This is an optimization exercise on Yosys and OpenROAD, whose aim is small area, a short achievable clock period and few clock cycles, not a production implementation. The RTL was checked by simulation tests, not by an equivalence proof against the original design. Power figures rest on the tool's default switching activity, not on a simulated workload.

==> inputs of job 9958 <==
// mcproto_core
module mcproto_core (
    input  wire        clk,
    input  wire        rst,
    input  wire        cmd_valid,
    output wire        cmd_ready,
    input  wire [3:0]  cmd_op,
    input  wire [63:0] cmd_val,
    input  wire [31:0] cmd_x,
    input  wire [31:0] cmd_y,
    input  wire [31:0] cmd_z,
    input  wire [31:0] cmd_ptr,
    input  wire [63:0] cmd_avail,
    input  wire [63:0] cmd_plen,
    input  wire        pin_valid,
    output wire        pin_ready,
    input  wire [7:0]  pin_data,
    output wire        mem_req,
    output wire        mem_we,
    output wire [31:0] mem_addr,
    output wire [7:0]  mem_wdata,
    input  wire        mem_gnt,
    input  wire [7:0]  mem_rdata,
    output wire        rsp_valid,
    output wire [2:0]  rsp_status,
    output wire [63:0] rsp_consumed,
    output wire [63:0] rsp_val,
    output wire [31:0] rsp_x,
    output wire [31:0] rsp_y,
    output wire [31:0] rsp_z,
    output wire        pout_valid,
    output wire [7:0]  pout_data
);
Settings: LEC_CHECK=0, CAP_MARGIN=20, CORE_MARGIN=2, CORE_UTILIZATION=55, CTS_BUF_LIST=sky130_fd_sc_hd__clkbuf_4 sky130_fd_sc_hd__clkbuf_8, SLEW_MARGIN=20; clock period 12.0 ns.
standard.sh (not shown) runs the stock make flow with config.mk's settings and CLKGATE_MAP_FILE= SYNTH_SCRIPT=/design/flow/synth_recipe.tcl, a recipe that flattens the netlist after the stock synthesis.
==> flow/flow/run.sh <==
#!/bin/bash
# Standard ORFS layout (bash standard.sh), with two changes to how it is made:
#  - the port buffers are sky130_fd_sc_hd__buf_1 rather than the delay buffer
#    buffer_ports picks by default;
#  - repair_timing aims for 7.5 ns of setup slack (a 4.5 ns path) instead of 0.
# The clock period and the constraints are the standard flow's, unchanged.
set -euo pipefail
export BUFFER_PORTS_ARGS="-buffer_cell sky130_fd_sc_hd__buf_1"
export SETUP_SLACK_MARGIN=7.5
bash standard.sh > standard_make.log 2>&1
==> job 9608 (differences from job 9958) <==
--- a/flow/design.v
+++ b/flow/design.v
@@ -50,18 +50,18 @@
     reg  [32:0] cons_q;         
     reg         val_en_q, pos_en_q, is32_q;
     reg         mem_req_q, mem_we_q;
     reg  [31:0] addr_q;
     reg  [7:0]  wdata_q;
     reg  [63:0] sd_q;           
     reg  [32:0] rw_q;           
+    reg  [32:0] avail_q;
     reg  [30:0] cnt_q;          
     reg  [3:0]  grp_q;          
-    reg         lneg_q;
-    reg         c7_q;           
+    reg         lneg_q;         
     reg         k_ev, k_ep, k_ek, k_dv, k_dp, k_dk, k_32;
     reg         ph_a, ph_b, ph_c, ph_k;
     reg         bv_q;           
     reg  [7:0]  b_q;
     reg         pin_ready_q;
     reg         rdv_q;          
     reg         pout_valid_q;
@@ -78,50 +78,23 @@
     wire        o_enck   = cmd_op == 4'hC;
     wire        o_deck   = cmd_op == 4'hE;
     wire        o_res    = ~(o_encv | o_encl | o_decv | o_decl | o_sizv | o_sizl |
                              o_encp | o_decp | o_enck | o_deck);
     wire        o_enc    = o_encv | o_encl | o_encp | o_enck;
     wire [3:0]  i_size32 = varint_size({32'd0, cmd_val[31:0]});
     wire [3:0]  i_size64 = varint_size(cmd_val);
-    wire [32:0] i_ws     = {1'b0, ~(cmd_ptr ^ cmd_avail[31:0])};
-    wire [32:0] i_wc     = {cmd_ptr | cmd_avail[31:0], 1'b0};
-    function cout33;      
-        input [32:0] a, b;
-        reg   [63:0] g, p;
-        integer w, i;
-        begin
-            g = {31'd0, a & b};
-            p = {{31{1'b1}}, a | b};
-            for (w = 1; w < 64; w = w * 2)
-                for (i = 0; i + w < 64; i = i + 2 * w) begin
-                    g[i] = g[i + w] | (p[i + w] & g[i]);
-                    p[i] = p[i + w] & p[i];
-                end
-            cout33 = g[0];
-        end
-    endfunction
-    wire        i_wcarry = cout33(i_ws, i_wc);
+    wire [32:0] i_wsum   = {1'b0, cmd_ptr} + {1'b0, cmd_avail[31:0]};
     wire        i_winbad = (|cmd_avail[63:33]) |
                            (cmd_avail[32] & ((|cmd_ptr) | (|cmd_avail[31:0]))) |
-                           (~cmd_avail[32] & i_wcarry);
+                           (~cmd_avail[32] & i_wsum[32] & (|i_wsum[31:0]));
     wire        i_av0    = ~|cmd_avail;
     wire        i_avlt8  = ~|cmd_avail[63:3];
-    wire [4:1]  i_gnz    = {|cmd_val[31:28], |cmd_val[27:21], |cmd_val[20:14], |cmd_val[13:7]};
-    wire [5:1]  i_m1h    = {i_gnz[4], i_gnz[3] & ~i_gnz[4], i_gnz[2] & ~|i_gnz[4:3],
-                            i_gnz[1] & ~|i_gnz[4:2], ~|i_gnz};
-    wire [7:0]  i_ls1    = {1'b0, cmd_plen[6:0]} + 8'd1;
-    wire [7:0]  i_ls2    = {1'b0, cmd_plen[6:0]} + 8'd2;
-    wire [7:0]  i_ls3    = {1'b0, cmd_plen[6:0]} + 8'd3;
-    wire [7:0]  i_ls4    = {1'b0, cmd_plen[6:0]} + 8'd4;
-    wire [7:0]  i_ls5    = {1'b0, cmd_plen[6:0]} + 8'd5;
-    wire [7:0]  i_lsum   = ({8{i_m1h[1]}} & i_ls1) | ({8{i_m1h[2]}} & i_ls2) |
-                           ({8{i_m1h[3]}} & i_ls3) | ({8{i_m1h[4]}} & i_ls4) |
-                           ({8{i_m1h[5]}} & i_ls5);
-    wire        i_c7     = i_lsum[7];
-    wire        i_lbig   = (|cmd_plen[63:31]) | (i_c7 & (&cmd_plen[30:7]));
+    wire [31:0] i_lsum   = {1'b0, cmd_plen[30:0]} + {28'd0, i_size32};
+    wire        i_lbig   = (|cmd_plen[63:31]) | i_lsum[31];
+    wire [30:0] i_len    = i_lsum[30:0];
     wire [63:0] i_pos    = {cmd_x[25:0], cmd_y[11:0], cmd_z[25:0]};
     reg  [7:0]  i_wbyte;
     reg  [63:0] i_sd;
     always @(*) begin
         i_wbyte = 8'd0;
         i_sd    = 64'd0;
         if (o_encv) begin
@@ -130,75 +103,53 @@
         end else if (o_encl) begin
             i_wbyte = {|cmd_val[63:7], cmd_val[6:0]};
             i_sd    = {7'd0, cmd_val[63:7]};
         end else if (o_encp) begin
             i_wbyte = i_pos[63:56];
             i_sd    = {i_pos[55:0], 8'd0};
         end else if (o_enck) begin
-            i_wbyte = {i_c7 | (|cmd_plen[30:7]), i_lsum[6:0]};
-            i_sd    = {cmd_val[31:0], 8'd0, cmd_plen[30:7]};
+            i_wbyte = {|i_len[30:7], i_len[6:0]};
+            i_sd    = {cmd_val[31:0], 8'd0, i_len[30:7]};
         end
     end
     reg         i_imm;
     reg  [2:0]  i_st;
     reg  [3:0]  i_cons;
     always @(*) begin
-        if (o_sizv)
-            i_cons = i_size32;
-        else if (o_sizl)
-            i_cons = i_size64;
-        else if (o_decp & i_avlt8 & ~i_winbad)
-            i_cons = {1'b0, cmd_avail[2:0]};
-        else
-            i_cons = 4'd0;
-    end
-    always @(*) begin
         i_imm  = 1'b1;
         i_st   = ST_OK;
+        i_cons = 4'd0;
         if (o_res)
             i_st = ST_BAD;
-        else if (o_sizv | o_sizl)
-            i_st = ST_OK;
+        else if (o_sizv)
+            i_cons = i_size32;
+        else if (o_sizl)
+            i_cons = i_size64;
         else if (i_winbad)
             i_st = ST_BAD;
         else if (o_enck & i_lbig)
             i_st = ST_VTL;
         else if (i_av0)
             i_st = ST_BTS;
-        else if (o_decp & i_avlt8)
-            i_st = ST_BTS;
-        else
+        else if (o_decp & i_avlt8) begin
+            i_st   = ST_BTS;
+            i_cons = {1'b0, cmd_avail[2:0]};
+        end else
             i_imm = 1'b0;
     end
     wire        perf     = mem_req_q & mem_gnt;           
     wire        take     = pin_valid & pin_ready_q;
     wire        k_enc    = k_ev | k_ep | k_ek;
     wire        rw_one   = rw_q == 33'd1;
     wire        rw_gt0   = |rw_q;
     wire        rw_gt1   = |rw_q[32:1];
     wire        rw_gt2   = (|rw_q[32:2]) | (rw_q[1] & rw_q[0]);
     wire        rw_gt3   = |rw_q[32:2] & ~(rw_q[32:2] == 31'd1 && rw_q[1:0] == 2'd0);
     wire        cnt_zero = ~|cnt_q;
     wire        cnt_one  = cnt_q == 31'd1;
-    function lt64;
-        input [63:0] a, b;
-        reg   [63:0] g, e;
-        integer w, i;
-        begin
-            g = ~a & b;
-            e = ~(a ^ b);
-            for (w = 1; w < 64; w = w * 2)
-                for (i = 0; i + w < 64; i = i + 2 * w) begin
-                    g[i] = g[i + w] | (e[i + w] & g[i]);
-                    e[i] = e[i + w] & e[i];
-                end
-            lt64 = g[0];
-        end
-    endfunction
-    wire        rw_lt_cnt = lt64({31'd0, rw_q}, {33'd0, cnt_q});
     wire [7:0]  rb       = mem_rdata;
     reg  [63:0] sd_ins;
     integer j;
     always @(*) begin
         sd_ins = sd_q;
         for (j = 0; j < 9; j = j + 1)
             if (grp_q == j)
@@ -212,15 +163,14 @@
                            ((ph_b & ~wdata_q[7]) | ph_c) & cnt_zero & ~bv_q;
     wire [1:0]  pend     = {1'b0, mem_req_q} + {1'b0, bv_q};
     wire [2:0]  pend_t   = {1'b0, pend} + {2'd0, take};
     wire        room     = (pend_t == 3'd0) ? rw_gt0 :
                            (pend_t == 3'd1) ? rw_gt1 :
                            (pend_t == 3'd2) ? rw_gt2 : rw_gt3;
     wire        more_pay = take ? ~cnt_one & ~cnt_zero : ~cnt_zero;
-    wire [23:0] l_rest   = sd_q[23:0] + {23'd0, c7_q};
     wire        in_take  = ph_c | (ph_b & ~wdata_q[7]);
     task respond;
         input [2:0] st;
         begin
             st_q        <= st;
             rsp_valid_q <= 1'b1;
             busy_q      <= 1'b0;
@@ -249,24 +199,23 @@
                     if (perf) begin
                         wdata_q <= {|sd_q[63:7], sd_q[6:0]};
                         sd_q    <= {7'd0, sd_q[63:7]};
                     end
                 end else if (k_ep) begin
                     if (perf) begin
                         wdata_q <= sd_q[63:56];
-                        sd_q    <= {sd_q[55:0], rb};
+                        sd_q    <= {sd_q[55:0], 8'd0};
                     end
                 end else begin
                     pin_ready_q <= 1'b0;
                     if (ph_a) begin
                         if (perf) begin
-                            c7_q <= 1'b0;
                             if (wdata_q[7]) begin
-                                wdata_q      <= {|l_rest[23:7], l_rest[6:0]};
-                                sd_q[31:0]   <= {15'd0, l_rest[23:7]};
+                                wdata_q      <= {|sd_q[31:7], sd_q[6:0]};
+                                sd_q[31:0]   <= {7'd0, sd_q[31:7]};
                             end else begin
                                 wdata_q <= {|sd_q[63:39], sd_q[38:32]};
                                 sd_q    <= {39'd0, sd_q[63:39]};
                                 ph_a    <= 1'b0;
                                 ph_b    <= 1'b1;
                                 pin_ready_q <= ~|sd_q[63:39] & ~cnt_zero & rw_gt2;
                             end
@@ -342,18 +291,18 @@
                             end
                         end else if (maxb_hit) begin
                             respond(ST_VTL);
                         end else if (rw_one) begin
                             respond(ST_BTS);
                         end
                     end
-                end else if (ph_k & (lneg_q | rw_lt_cnt | cnt_zero)) begin
-                    if (~lneg_q & rw_lt_cnt) begin
+                end else if (ph_k & (lneg_q | (rw_q < {2'd0, cnt_q}) | cnt_zero)) begin
+                    if (~lneg_q & (rw_q < {2'd0, cnt_q})) begin
                         respond(ST_BTS);
-                        cons_q <= rw_q + {30'd0, cons_q[2:0]};    
+                        cons_q <= avail_q;
                     end else begin
                         respond(ST_VTL);
                     end
                 end else begin
                     if (ph_k) begin
                         ph_k <= 1'b0;
                         ph_b <= 1'b1;
@@ -386,20 +335,20 @@
                                 respond(ST_OK);
                                 val_en_q <= 1'b1;
                             end
                         end
                     end
                 end
             end
-        end else begin
+        end else if (acc) begin
             addr_q   <= cmd_ptr;
             rw_q     <= cmd_avail[32:0];
+            avail_q  <= cmd_avail[32:0];
             grp_q    <= 4'd0;
             lneg_q   <= 1'b0;
-            c7_q     <= i_c7;
             ph_a     <= 1'b1;
             ph_b     <= 1'b0;
             ph_c     <= 1'b0;
             ph_k     <= 1'b0;
             bv_q     <= 1'b0;
             k_ev     <= o_encv | o_encl;
             k_ep     <= o_encp;
@@ -412,19 +361,24 @@
             val_en_q <= 1'b0;
             pos_en_q <= 1'b0;
             sd_q     <= i_sd;
             wdata_q  <= i_wbyte;
             cnt_q    <= cmd_plen[30:0];
             mem_we_q <= o_enc;
             pin_ready_q <= 1'b0;
-            st_q     <= i_st;
-            cons_q   <= {29'd0, i_cons};
-            rsp_valid_q <= cmd_valid & i_imm;
-            busy_q      <= cmd_valid & ~i_imm;
-            mem_req_q   <= cmd_valid & ~i_imm;
+            if (i_imm) begin
+                st_q        <= i_st;
+                cons_q      <= {29'd0, i_cons};
+                rsp_valid_q <= 1'b1;
+                mem_req_q   <= 1'b0;
+            end else begin
+                cons_q      <= 33'd0;
+                busy_q      <= 1'b1;
+                mem_req_q   <= 1'b1;
+            end
         end
     end
     assign cmd_ready    = ~busy_q;
     assign pin_ready    = pin_ready_q;
     assign mem_req      = mem_req_q;
     assign mem_we       = mem_we_q;
     assign mem_addr     = addr_q;
==> flow/run.sh (new file) <==
#!/bin/bash
# synth_recipe.tcl (not shown) runs the flow's synth.tcl, then flattens the netlist and writes it again
# the make line also repeats each setting of config.mk as NAME=value (left out here)
make -C /OpenROAD-flow-scripts/flow DESIGN_CONFIG=/design/flow/config.mk WORK_HOME=/design/flow/orfs CLKGATE_MAP_FILE= SYNTH_SCRIPT=/design/flow/synth_recipe.tcl finish
Settings changed: CORE_UTILIZATION 55 to 40, CTS_BUF_LIST sky130_fd_sc_hd__clkbuf_4 sky130_fd_sc_hd__clkbuf_8 to not set.
removed: flow/flow/run.sh
removed: flow/standard.sh
==> summary of the runs <==
Between job 9958 and job 9608, the lower sequential power is in job 9958 (gap about 7%, measured against job 9608). In job 9608 the synthesized cell count is smaller than in job 9958, by 7.1%. Of job 9958 and job 9608, job 9608 has the higher combinational power (gap about 6%, measured against job 9608). Of job 9958 and job 9608, job 9958 has the higher first-iteration DRC count (gap 41%, measured against job 9608). Between job 9958 and job 9608, the lower count of clock-buffer cells in the layout is in job 9608 (gap 25).
==> figures <==
item                                                                            job 9958                 job 9608
Status                                                           complete, no violations  complete, no violations
R2R setup slack                                                                  7670 ps                  6650 ps
Number of global-route vias before repair                                         27,516                   26,277
Number of placement rows                                                              78                       92
Switching Fraction                                                                 0.349                    0.301
Total Die Area                                                              48,000 sq um             65,500 sq um
Worst EP arrival                                                                 5170 ps                  8190 ps
Number of logic stages on the critical path including buffering                        8                       19
Number of instances in the synthesized netlist                                     3,257                    3,026
Achievable clock frequency                                                       214 MHz                  126 MHz
Met3 WL                                                                        17,200 um                14,500 um
Testbench counts of job 9958, summed over its fixed seeds: cycles 35,042.
Testbench counts of job 9608, summed over its fixed seeds: cycles 35,042.

## what the ideal ports hide
How much do the figures lean on ideal ports? The routed layouts below were timed once more, with nothing changed but the port constraints.
Step 1, drivers: a clkbuf_16 drives clk and a buf_2 each remaining input, both assumed.
Step 2, shift: input delay + t, output delay - t, t = (earliest + latest rising clock arrival at the registers) / 2. This alone moves slack from input paths to output paths.
a / b / c = no drivers / after step 1 / after step 2; a / b = the first two.
run | t, ns | slack for setup (ns) | worst setup path at the end
job 9958 | 0.722 | 7.327 / 7.362 / 6.639 | input to register
job 9608 | 0.627 | 4.075 / 4.105 / 3.478 | input to register
After both steps every run listed still meets setup and hold. For job 9958, which loses most, drivers alone change the setup slack by +0.035 ns; drivers and shift together by -0.688 ns.
